What follows belongs to an exercise in optimizing a design on an open flow for small area; a production flow would make more cautious choices. The RTL was checked by simulation tests, not by an equivalence proof against the original design.

==> v12 <==
==> flow/design.v <==
module dcpu16_core (
    input  wire         clk,
    input  wire         rst,         
    input  wire         start,       
    output wire         busy,        
    output reg          mem_req,
    output reg          mem_we,
    output reg  [15:0]  mem_addr,
    output wire [15:0]  mem_wdata,
    input  wire         mem_ready,
    input  wire [15:0]  mem_rdata,
    output wire [127:0] regs,        
    output wire [15:0]  pc,
    output wire [15:0]  sp,
    output wire         o
);
    localparam [3:0] S_IDLE  = 4'd0,
                     S_FETCH = 4'd1,
                     S_RES   = 4'd2,
                     S_POP2  = 4'd3,
                     S_NW    = 4'd4,
                     S_RD    = 4'd5,
                     S_EXEC  = 4'd6,
                     S_LOOP  = 4'd7,    
                     S_POST  = 4'd9,    
                     S_DFIN  = 4'd10,   
                     S_WN    = 4'd8,    
                     S_WB    = 4'd12,
                     S_WW    = 4'd11,   
                     S_SKIP  = 4'd13,
                     S_END   = 4'd14,
                     S_PREP  = 4'd15;   
    reg [15:0] gpr [0:7];
    reg [15:0] pc_r;
    reg [15:0] sp_r;
    reg        o_r;
    reg [3:0]  st;
    reg [9:0]  ir;           
    reg        which;
    reg [3:0]  cnt;
    reg [15:0] X, Y, H;
    reg        sgn;
    reg [1:0]  bk;           
    wire [3:0] op   = ir[3:0];
    wire [5:0] ca   = ir[9:4];
    wire [5:0] cb   = Y[15:10];
    wire [5:0] code = which ? cb : ca;
    assign busy = (st != S_IDLE);
    assign regs = {gpr[7], gpr[6], gpr[5], gpr[4], gpr[3], gpr[2], gpr[1], gpr[0]};
    assign pc   = pc_r;
    assign sp   = sp_r;
    assign o    = o_r;
    assign mem_wdata = X;
    reg p_pc, p_sp, p_gpr, p_x, p_hs;           
    reg q_y, q_rd, q_one, q_two, q_lit, q_o;    
    reg sub;                                    
    reg ld_v, ld_a;                             
    reg ld_x, ld_y, ld_h, ld_pc, ld_sp, ld_gpr;
    reg shl_step;
    reg o_ld;  reg o_nx;
    reg [3:0]  st_nx;
    reg        which_nx;
    reg        cnt_clr, cnt_inc;
    reg [2:0]  gi;                              
    wire [15:0] gval = gpr[gi];
    wire [15:0] P = ({16{p_pc}}  & pc_r)
                  | ({16{p_sp}}  & sp_r)
                  | ({16{p_gpr}} & gval)
                  | ({16{p_x}}   & X)
                  | ({16{p_hs}}  & {H[14:0], hs_lsb});
    wire [15:0] Q = ({16{q_y}}   & Y)
                  | ({16{q_rd}}  & mem_rdata)
                  | {14'd0, q_two, q_one}
                  | ({16{q_lit}} & {11'd0, code[4:0]})
                  | {15'd0, q_o & o_r};
    wire [15:0] Qx = Q ^ {16{sub}};
    reg  [15:0] res, co;
    reg         ci;
    integer b;
    always @(*) begin
        for (b = 0; b < 16; b = b + 1) begin
            ci = (b == 0) ? sub : co[b-1];
            res[b] = P[b] ^ Qx[b] ^ ci;
            co[b]  = (P[b] & Qx[b]) | (P[b] & ci) | (Qx[b] & ci);
        end
    end
    wire        cout = co[15];
    wire zero = (res == 16'd0);
    wire big   = (Y[15:4] != 12'd0);
    wire is_dm = (op == 4'd5) | (op == 4'd6);
    wire is_lg = (op == 4'd9) | (op == 4'd10) | (op == 4'd11) | (op == 4'd15);
    wire bitop = (op == 4'd10) ? (X[15] | H[15]) :
                 (op == 4'd11) ? (X[15] ^ H[15]) : (X[15] & H[15]);
    wire hs_lsb = X[15] & (op != 4'd4);
    wire sh_en = (op == 4'd7) ? (big | (cnt < Y[3:0])) :
                 (op == 4'd8) ? (!big & (cnt >= Y[3:0])) : 1'b1;
    wire nsgn  = H[15] ^ cout ^ sub;
    wire qbit  = is_dm ? ~nsgn : (is_lg & bitop);
    wire c_reg  = (code[5:3] == 3'd0);
    wire c_ind  = (code[5:3] == 3'd1);
    wire c_idx  = (code[5:3] == 3'd2);
    wire c_lit  = code[5];
    wire d_mem  = (ca[5:3] == 3'd1) || (ca[5:3] == 3'd2) || (ca == 6'd24) ||
                  (ca == 6'd25) || (ca == 6'd26) || (ca == 6'd30);
    wire c_nw   = c_idx || (code == 6'd30) || (code == 6'd31);
    always @(*) begin
        p_pc = 0; p_sp = 0; p_gpr = 0; p_x = 0; p_hs = 0;
        q_y = 0; q_rd = 0; q_one = 0; q_two = 0; q_lit = 0; q_o = 0;
        sub = 0;
        ld_v = 0; ld_a = 0;
        ld_x = 0; ld_y = 0; ld_h = 0; ld_pc = 0; ld_sp = 0; ld_gpr = 0;
        shl_step = 0;
        o_ld = 0; o_nx = 0;
        st_nx = st;
        which_nx = which;
        cnt_clr = 0; cnt_inc = 0;
        gi = code[2:0];
        mem_req = 0; mem_we = 0; mem_addr = Y;
        case (st)
            S_IDLE: begin
                ld_h = 1;             
                cnt_clr = 1;
                if (start) st_nx = S_FETCH;
            end
            S_FETCH: begin
                mem_req = 1; mem_addr = pc_r;
                q_rd = 1; ld_y = 1;   
                which_nx = 1'b0;
                if (mem_ready) st_nx = S_RES;
            end
            S_RES: begin
                if (c_lit) begin
                    q_lit = 1; ld_v = 1;
                end else if (c_reg) begin
                    p_gpr = 1; ld_v = 1;
                end else if (c_ind) begin
                    p_gpr = 1; ld_a = 1; st_nx = S_RD;
                end else if (c_nw) begin
                    p_pc = 1; q_one = 1; ld_pc = 1; st_nx = S_NW;
                end else begin
                    case (code[2:0])
                        3'd0: begin p_sp = 1; ld_a = 1; st_nx = S_POP2; end        
                        3'd1: begin p_sp = 1; ld_a = 1; st_nx = S_RD; end          
                        3'd2: begin p_sp = 1; q_one = 1; sub = 1; ld_a = 1;        
                                    ld_sp = 1; st_nx = S_RD; end
                        3'd3: begin p_sp = 1; ld_v = 1; end                        
                        3'd4: begin p_pc = 1; ld_v = 1; end                        
                        default: begin q_o = 1; ld_v = 1; end                      
                    endcase
                end
            end
            S_POP2: begin
                p_sp = 1; q_one = 1; ld_sp = 1; st_nx = S_RD;
            end
            S_NW: begin
                mem_req = 1; mem_addr = pc_r;
                q_rd = 1;
                if (code == 6'd31) begin
                    ld_v = mem_ready;
                end else begin
                    p_gpr = !code[3];      
                    ld_a = mem_ready;
                    if (mem_ready) st_nx = S_RD;
                end
            end
            S_RD: begin
                mem_req = 1;
                q_rd = 1;
                ld_v = mem_ready;
            end
            S_EXEC: begin
                p_x = 1; q_y = 1;
                case (op)
                    4'd0: st_nx = S_END;
                    4'd1: begin p_x = 0; ld_x = 1; st_nx = S_WB; end
                    4'd2: begin ld_x = 1; o_ld = 1; o_nx = cout; st_nx = S_WB; end
                    4'd3: begin sub = 1; ld_x = 1; o_ld = 1; o_nx = !cout; st_nx = S_WB; end
                    4'd4, 4'd5, 4'd6, 4'd7, 4'd8: st_nx = S_LOOP;
                    4'd9, 4'd10, 4'd11, 4'd15: begin p_x = 0; ld_h = 1; st_nx = S_LOOP; end   
                    4'd12: begin sub = 1; st_nx = zero ? S_END : S_SKIP; end
                    4'd13: begin sub = 1; st_nx = zero ? S_SKIP : S_END; end
                    default: begin sub = 1; st_nx = (zero || !cout) ? S_SKIP : S_END; end   
                endcase
            end
            S_LOOP: begin
                p_hs = 1;
                q_y = is_dm | (op == 4'd4 & X[15]);
                sub = is_dm & ~sgn;
                cnt_inc = 1;
                shl_step = sh_en;
                if (cnt == 4'd15) begin
                    st_nx = S_POST;
                    if (op == 4'd4 || op == 4'd6 || op == 4'd8) ld_x = 1;
                    if (op == 4'd8) p_hs = !big;
                end
            end
            S_POST: begin
                case (op)
                    4'd4, 4'd7: begin o_ld = 1; o_nx = sgn; st_nx = S_WB; end
                    4'd8: begin o_ld = 1; o_nx = 1'b0; st_nx = S_WB; end
                    4'd5: st_nx = S_DFIN;
                    4'd6: begin p_x = 1; q_y = sgn; ld_x = 1; st_nx = S_DFIN; end   
                    4'd15: begin p_x = 1; st_nx = zero ? S_SKIP : S_END; end   
                    default: st_nx = S_WB;     
                endcase
            end
            S_DFIN: begin
                q_y = 1;
                if (zero) ld_x = 1;
                o_ld = 1; o_nx = (op == 4'd5) & zero;
                st_nx = S_WB;
            end
            S_WB: begin
                p_x = 1;
                st_nx = S_END;
                if (c_reg) ld_gpr = 1;
                else if (ca == 6'd27) ld_sp = 1;
                else if (ca == 6'd28) begin q_one = 1; ld_pc = 1; st_nx = S_IDLE; end
                else if (ca == 6'd29) begin o_ld = 1; o_nx = !zero; end
                else if (d_mem) begin
                    p_x = 0; ld_y = 1; st_nx = S_WW;
                    if (c_ind) p_gpr = 1;                       
                    else if (c_nw) begin                        
                        p_pc = 1; sub = 1;                      
                        q_one = (bk == 2'd1); st_nx = S_WN;
                    end else begin                              
                        p_sp = 1;
                        if (ca[1:0] == 2'b00) begin             
                            if (bk == 2'd2) begin sub = 1; q_two = 1; end
                            else if (bk != 2'd3) begin sub = 1; q_one = 1; end
                        end else begin                          
                            if (bk == 2'd2) begin sub = 1; q_one = 1; end
                            else if (bk == 2'd3) q_one = 1;
                        end
                    end
                end
            end
            S_WN: begin
                mem_req = 1; q_rd = 1; p_gpr = c_idx;
                if (mem_ready) begin ld_y = 1; st_nx = S_WW; end
            end
            S_WW: begin
                mem_req = 1; mem_we = 1;
                if (mem_ready) st_nx = S_END;
            end
            S_SKIP: begin
                p_pc = 1; q_one = 1; ld_pc = 1; st_nx = S_END;
            end
            S_END: begin
                p_pc = 1; q_one = 1; ld_pc = 1; st_nx = S_IDLE;
            end
            S_PREP: begin
                mem_req = 1; mem_addr = X; q_rd = 1; ld_x = mem_ready;
                if (mem_ready) st_nx = S_EXEC;
            end
            default: st_nx = S_IDLE;
        endcase
        if (ld_v) begin
            if (which) begin ld_y = 1; which_nx = 1'b0; st_nx = d_mem ? S_PREP : S_EXEC; end
            else begin ld_x = 1; which_nx = 1'b1; st_nx = S_RES; end
        end
        if (ld_a) begin
            if (which) ld_y = 1; else ld_x = 1;
        end
        if (!which && st_nx == S_RD) begin
            which_nx = 1'b1; st_nx = S_RES;
        end
    end
    wire [15:0] wdat = res & {16{~rst}};
    integer k;
    always @(posedge clk) begin
        for (k = 0; k < 8; k = k + 1)
            if (rst || (ld_gpr && gi == k[2:0])) gpr[k] <= wdat;
        if (rst || ld_pc) pc_r <= wdat;
        if (rst || ld_sp) sp_r <= wdat;
        if (rst || o_ld)  o_r  <= o_nx & ~rst;
    end
    always @(posedge clk) begin
        if (rst) st <= S_IDLE;
        else     st <= st_nx;
        which <= which_nx;
        if (cnt_clr) cnt <= 4'd0;
        else if (cnt_inc) cnt <= cnt + 4'd1;
        if (st == S_FETCH) ir <= mem_rdata[9:0];
        if (st == S_RES && which)
            bk <= c_nw ? 2'd1 : (code == 6'd24) ? 2'd2 : (code == 6'd26) ? 2'd3 : 2'd0;
        if (ld_x) X <= res;
        else if (shl_step) X <= {X[14:0], qbit};
        if (ld_y) Y <= res;
        if (ld_h) H <= res;
        else if (shl_step) H <= res;
        if (st == S_IDLE) sgn <= 1'b0;
        else if (shl_step) sgn <= (op == 4'd4) ? (sgn | H[15] | cout) :
                                  (op == 4'd7) ? (sgn | X[15]) : nsgn;
    end
endmodule
==> flow/flow/run.sh <==
#!/bin/bash
# Own flow: the standard layout (standard.sh) with three changes.
#  1. Synthesis is the standard one, except that ABC maps the logic with an
#     area-oriented script (flow/abc_area.script in place of ORFS's own).
#     ABC does not touch registers: their names and cells are unchanged.
#  2. Port buffers are buf_1 cells (every port still gets its own buffer).
#  3. Clock tree: clkbuf_16 leaf buffers for sink clusters of up to 25,
#     smaller tree and root buffers, no dummy loads.
# Each step's full output goes to a log file in the work folder.
set -euo pipefail
W=$PWD
rm -rf "$W/scripts_abc"
cp -r "$FLOW_HOME/scripts" "$W/scripts_abc"
cp "$W/flow/abc_area.script" "$W/scripts_abc/abc_area.script"
bash standard.sh SCRIPTS_DIR="$W/scripts_abc" synth > "$W/flow_synth.log" 2>&1
bash standard.sh \
  "BUFFER_PORTS_ARGS=-buffer_cell sky130_fd_sc_hd__buf_1" \
  "CTS_ARGS=-sink_clustering_enable -repair_clock_nets -dont_use_dummy_load -buf_list sky130_fd_sc_hd__clkbuf_16 -sink_clustering_size 25 -sink_clustering_max_diameter 100 -tree_buf sky130_fd_sc_hd__clkbuf_2 -root_buf sky130_fd_sc_hd__clkbuf_4" \
  finish > "$W/flow_finish.log" 2>&1
==> flow/flow/abc_area.script <==
strash
&get -n; &fraig -x; &put
dc2; dc2
&get -n; &dch -f; &nf -R 1000 -p -F 10 -A 10; &put
==> flow/standard.sh <==
#!/bin/bash
# synth_recipe.tcl (not shown) runs the flow's synth.tcl, then flattens the netlist and writes it again
# the make line also repeats each setting of config.mk as NAME=value (left out here)
make -C /OpenROAD-flow-scripts/flow DESIGN_CONFIG=/design/flow/config.mk WORK_HOME=/design/flow/orfs CLKGATE_MAP_FILE= SYNTH_SCRIPT=/design/flow/synth_recipe.tcl "${@:-finish}"
==> flow/config.mk <==
export PLATFORM = sky130hd
export DESIGN_NAME = dcpu16_core
export DESIGN_NICKNAME = dcpu16_core
export VERILOG_FILES = /design/flow/design.v
export SDC_FILE = /design/flow/constraint.sdc
export NUM_CORES = 4
export LEC_CHECK = 0
export ABC_AREA = 1
export CAP_MARGIN = 20
export CORE_MARGIN = 2
export CORE_UTILIZATION = 40
export PLACE_DENSITY = 0.6
export SLEW_MARGIN = 20
==> flow/constraint.sdc <==
create_clock -name core_clock -period 33.0 [get_ports {clk}]
set_input_delay 6.6000 -clock core_clock [delete_from_list [all_inputs] [get_ports {clk}]]
set_output_delay 6.6000 -clock core_clock [all_outputs]
set_load 0.01 [all_outputs]
==> v16 (differences from v12) <==
--- a/flow/design.v
+++ b/flow/design.v
@@ -7,3 +7,3 @@
     output reg          mem_we,
-    output reg  [15:0]  mem_addr,
+    output wire [15:0]  mem_addr,
     output wire [15:0]  mem_wdata,
@@ -26,5 +26,3 @@
                      S_DFIN  = 4'd10,   
-                     S_WN    = 4'd8,    
                      S_WB    = 4'd12,
-                     S_WW    = 4'd11,   
                      S_SKIP  = 4'd13,
@@ -40,5 +38,4 @@
     reg [3:0]  cnt;
-    reg [15:0] X, Y, H;
+    reg [15:0] X, Y, H, L;
     reg        sgn;
-    reg [1:0]  bk;           
     wire [3:0] op   = ir[3:0];
@@ -53,7 +50,8 @@
     assign mem_wdata = X;
+    assign mem_addr  = L;
     reg p_pc, p_sp, p_gpr, p_x, p_hs;           
-    reg q_y, q_rd, q_one, q_two, q_lit, q_o;    
+    reg q_y, q_rd, q_one, q_lit, q_o;           
     reg sub;                                    
     reg ld_v, ld_a;                             
-    reg ld_x, ld_y, ld_h, ld_pc, ld_sp, ld_gpr;
+    reg ld_x, ld_y, ld_h, ld_l, ld_pc, ld_sp, ld_gpr;
     reg shl_step;
@@ -72,3 +70,3 @@
                   | ({16{q_rd}}  & mem_rdata)
-                  | {14'd0, q_two, q_one}
+                  | {15'd0, q_one}
                   | ({16{q_lit}} & {11'd0, code[4:0]})
@@ -104,9 +102,8 @@
                   (ca == 6'd25) || (ca == 6'd26) || (ca == 6'd30);
-    wire c_nw   = c_idx || (code == 6'd30) || (code == 6'd31);
     always @(*) begin
         p_pc = 0; p_sp = 0; p_gpr = 0; p_x = 0; p_hs = 0;
-        q_y = 0; q_rd = 0; q_one = 0; q_two = 0; q_lit = 0; q_o = 0;
+        q_y = 0; q_rd = 0; q_one = 0; q_lit = 0; q_o = 0;
         sub = 0;
         ld_v = 0; ld_a = 0;
-        ld_x = 0; ld_y = 0; ld_h = 0; ld_pc = 0; ld_sp = 0; ld_gpr = 0;
+        ld_x = 0; ld_y = 0; ld_h = 0; ld_l = 0; ld_pc = 0; ld_sp = 0; ld_gpr = 0;
         shl_step = 0;
@@ -117,3 +114,3 @@
         gi = code[2:0];
-        mem_req = 0; mem_we = 0; mem_addr = Y;
+        mem_req = 0; mem_we = 0;
         case (st)
@@ -125,3 +122,3 @@
             S_FETCH: begin
-                mem_req = 1; mem_addr = pc_r;
+                mem_req = 1;
                 q_rd = 1; ld_y = 1;   
@@ -137,4 +134,4 @@
                     p_gpr = 1; ld_a = 1; st_nx = S_RD;
-                end else if (c_nw) begin
-                    p_pc = 1; q_one = 1; ld_pc = 1; st_nx = S_NW;
+                end else if (c_idx || code == 6'd30 || code == 6'd31) begin
+                    p_pc = 1; q_one = 1; ld_pc = 1; ld_l = 1; st_nx = S_NW;
                 end else begin
@@ -155,3 +152,3 @@
             S_NW: begin
-                mem_req = 1; mem_addr = pc_r;
+                mem_req = 1;
                 q_rd = 1;
@@ -217,29 +214,8 @@
                 else if (ca == 6'd27) ld_sp = 1;
-                else if (ca == 6'd28) begin q_one = 1; ld_pc = 1; st_nx = S_IDLE; end
+                else if (ca == 6'd28) begin q_one = 1; ld_pc = 1; ld_l = 1; st_nx = S_IDLE; end
                 else if (ca == 6'd29) begin o_ld = 1; o_nx = !zero; end
                 else if (d_mem) begin
-                    p_x = 0; ld_y = 1; st_nx = S_WW;
-                    if (c_ind) p_gpr = 1;                       
-                    else if (c_nw) begin                        
-                        p_pc = 1; sub = 1;                      
-                        q_one = (bk == 2'd1); st_nx = S_WN;
-                    end else begin                              
-                        p_sp = 1;
-                        if (ca[1:0] == 2'b00) begin             
-                            if (bk == 2'd2) begin sub = 1; q_two = 1; end
-                            else if (bk != 2'd3) begin sub = 1; q_one = 1; end
-                        end else begin                          
-                            if (bk == 2'd2) begin sub = 1; q_one = 1; end
-                            else if (bk == 2'd3) q_one = 1;
-                        end
-                    end
-                end
-            end
-            S_WN: begin
-                mem_req = 1; q_rd = 1; p_gpr = c_idx;
-                if (mem_ready) begin ld_y = 1; st_nx = S_WW; end
-            end
-            S_WW: begin
-                mem_req = 1; mem_we = 1;
-                if (mem_ready) st_nx = S_END;
+                    mem_req = 1; mem_we = 1;
+                    st_nx = mem_ready ? S_END : S_WB;
+                end
             end
@@ -249,7 +225,10 @@
             S_END: begin
-                p_pc = 1; q_one = 1; ld_pc = 1; st_nx = S_IDLE;
+                p_pc = 1; q_one = 1; ld_pc = 1; ld_l = 1; st_nx = S_IDLE;
             end
             S_PREP: begin
-                mem_req = 1; mem_addr = X; q_rd = 1; ld_x = mem_ready;
-                if (mem_ready) st_nx = S_EXEC;
+                if (!which) begin p_x = 1; ld_l = 1; which_nx = 1'b1; end
+                else begin
+                    mem_req = 1; q_rd = 1; ld_x = mem_ready;
+                    if (mem_ready) begin which_nx = 1'b0; st_nx = S_EXEC; end
+                end
             end
@@ -262,5 +241,6 @@
         if (ld_a) begin
-            if (which) ld_y = 1; else ld_x = 1;
-        end
-        if (!which && st_nx == S_RD) begin
+            ld_l = 1;
+            if (!which) ld_x = 1;
+        end
+        if (!which && st_nx == S_RD && st != S_PREP) begin
             which_nx = 1'b1; st_nx = S_RES;
@@ -276,2 +256,3 @@
         if (rst || o_ld)  o_r  <= o_nx & ~rst;
+        if (rst || ld_l)  L    <= wdat;    
     end
@@ -284,4 +265,2 @@
         if (st == S_FETCH) ir <= mem_rdata[9:0];
-        if (st == S_RES && which)
-            bk <= c_nw ? 2'd1 : (code == 6'd24) ? 2'd2 : (code == 6'd26) ? 2'd3 : 2'd0;
         if (ld_x) X <= res;
==> results.sh <==
export IMPL_grt_use_met3_pct=5.35
export IMPL_grt_max_degree=32
export IMPL_outcome="timing/DRC/antenna clean"
export IMPL_clkPwrFrac_pct=12.2
export IMPL_p_seq_mw=0.566
(the above is from v12)
==> results.sh <==
export IMPL_startpoint="mem_rdata[0]"
export IMPL_grt_use_met3_pct=6.39
export IMPL_switchingPower_mw=0.358
export IMPL_clock_area_share_pct=2.42
export IMPL_clkPwrFrac_pct=16.4
export IMPL_outcome="timing/DRC/antenna clean"
export IMPL_grt_max_degree=31
export IMPL_area_delta_synth_final_pct=16.6
(the above is from v16)

-- what the ideal ports hide --
No port has a modelled driver above. Below, the same layouts with a new extraction and two added sets of constraints. Step 1, drivers: a clkbuf_16 drives clk and a buf_2 each remaining input, both assumed. Step 2 also shifts input and output timing later by t, the mid clock arrival at the registers, as if the neighbouring blocks saw the same clock. Three values: ideal ports, drivers, drivers and shift; two values: the first two.
run	t (ns)	slack for setup (ns)	worst hold slack (ns)	slew at the worst register clock pin (ns)
v12	0.676	17.082 / 17.099 / 16.423	0.510 / 0.510 / 0.510	0.11 / 0.11
v16	0.691	17.619 / 17.637 / 16.946	0.535 / 0.535 / 0.535	0.10 / 0.10
After both steps setup and hold are still met in every run listed. For v16, which loses most, drivers alone change the setup slack by +0.018 ns; drivers and shift together by -0.673 ns.
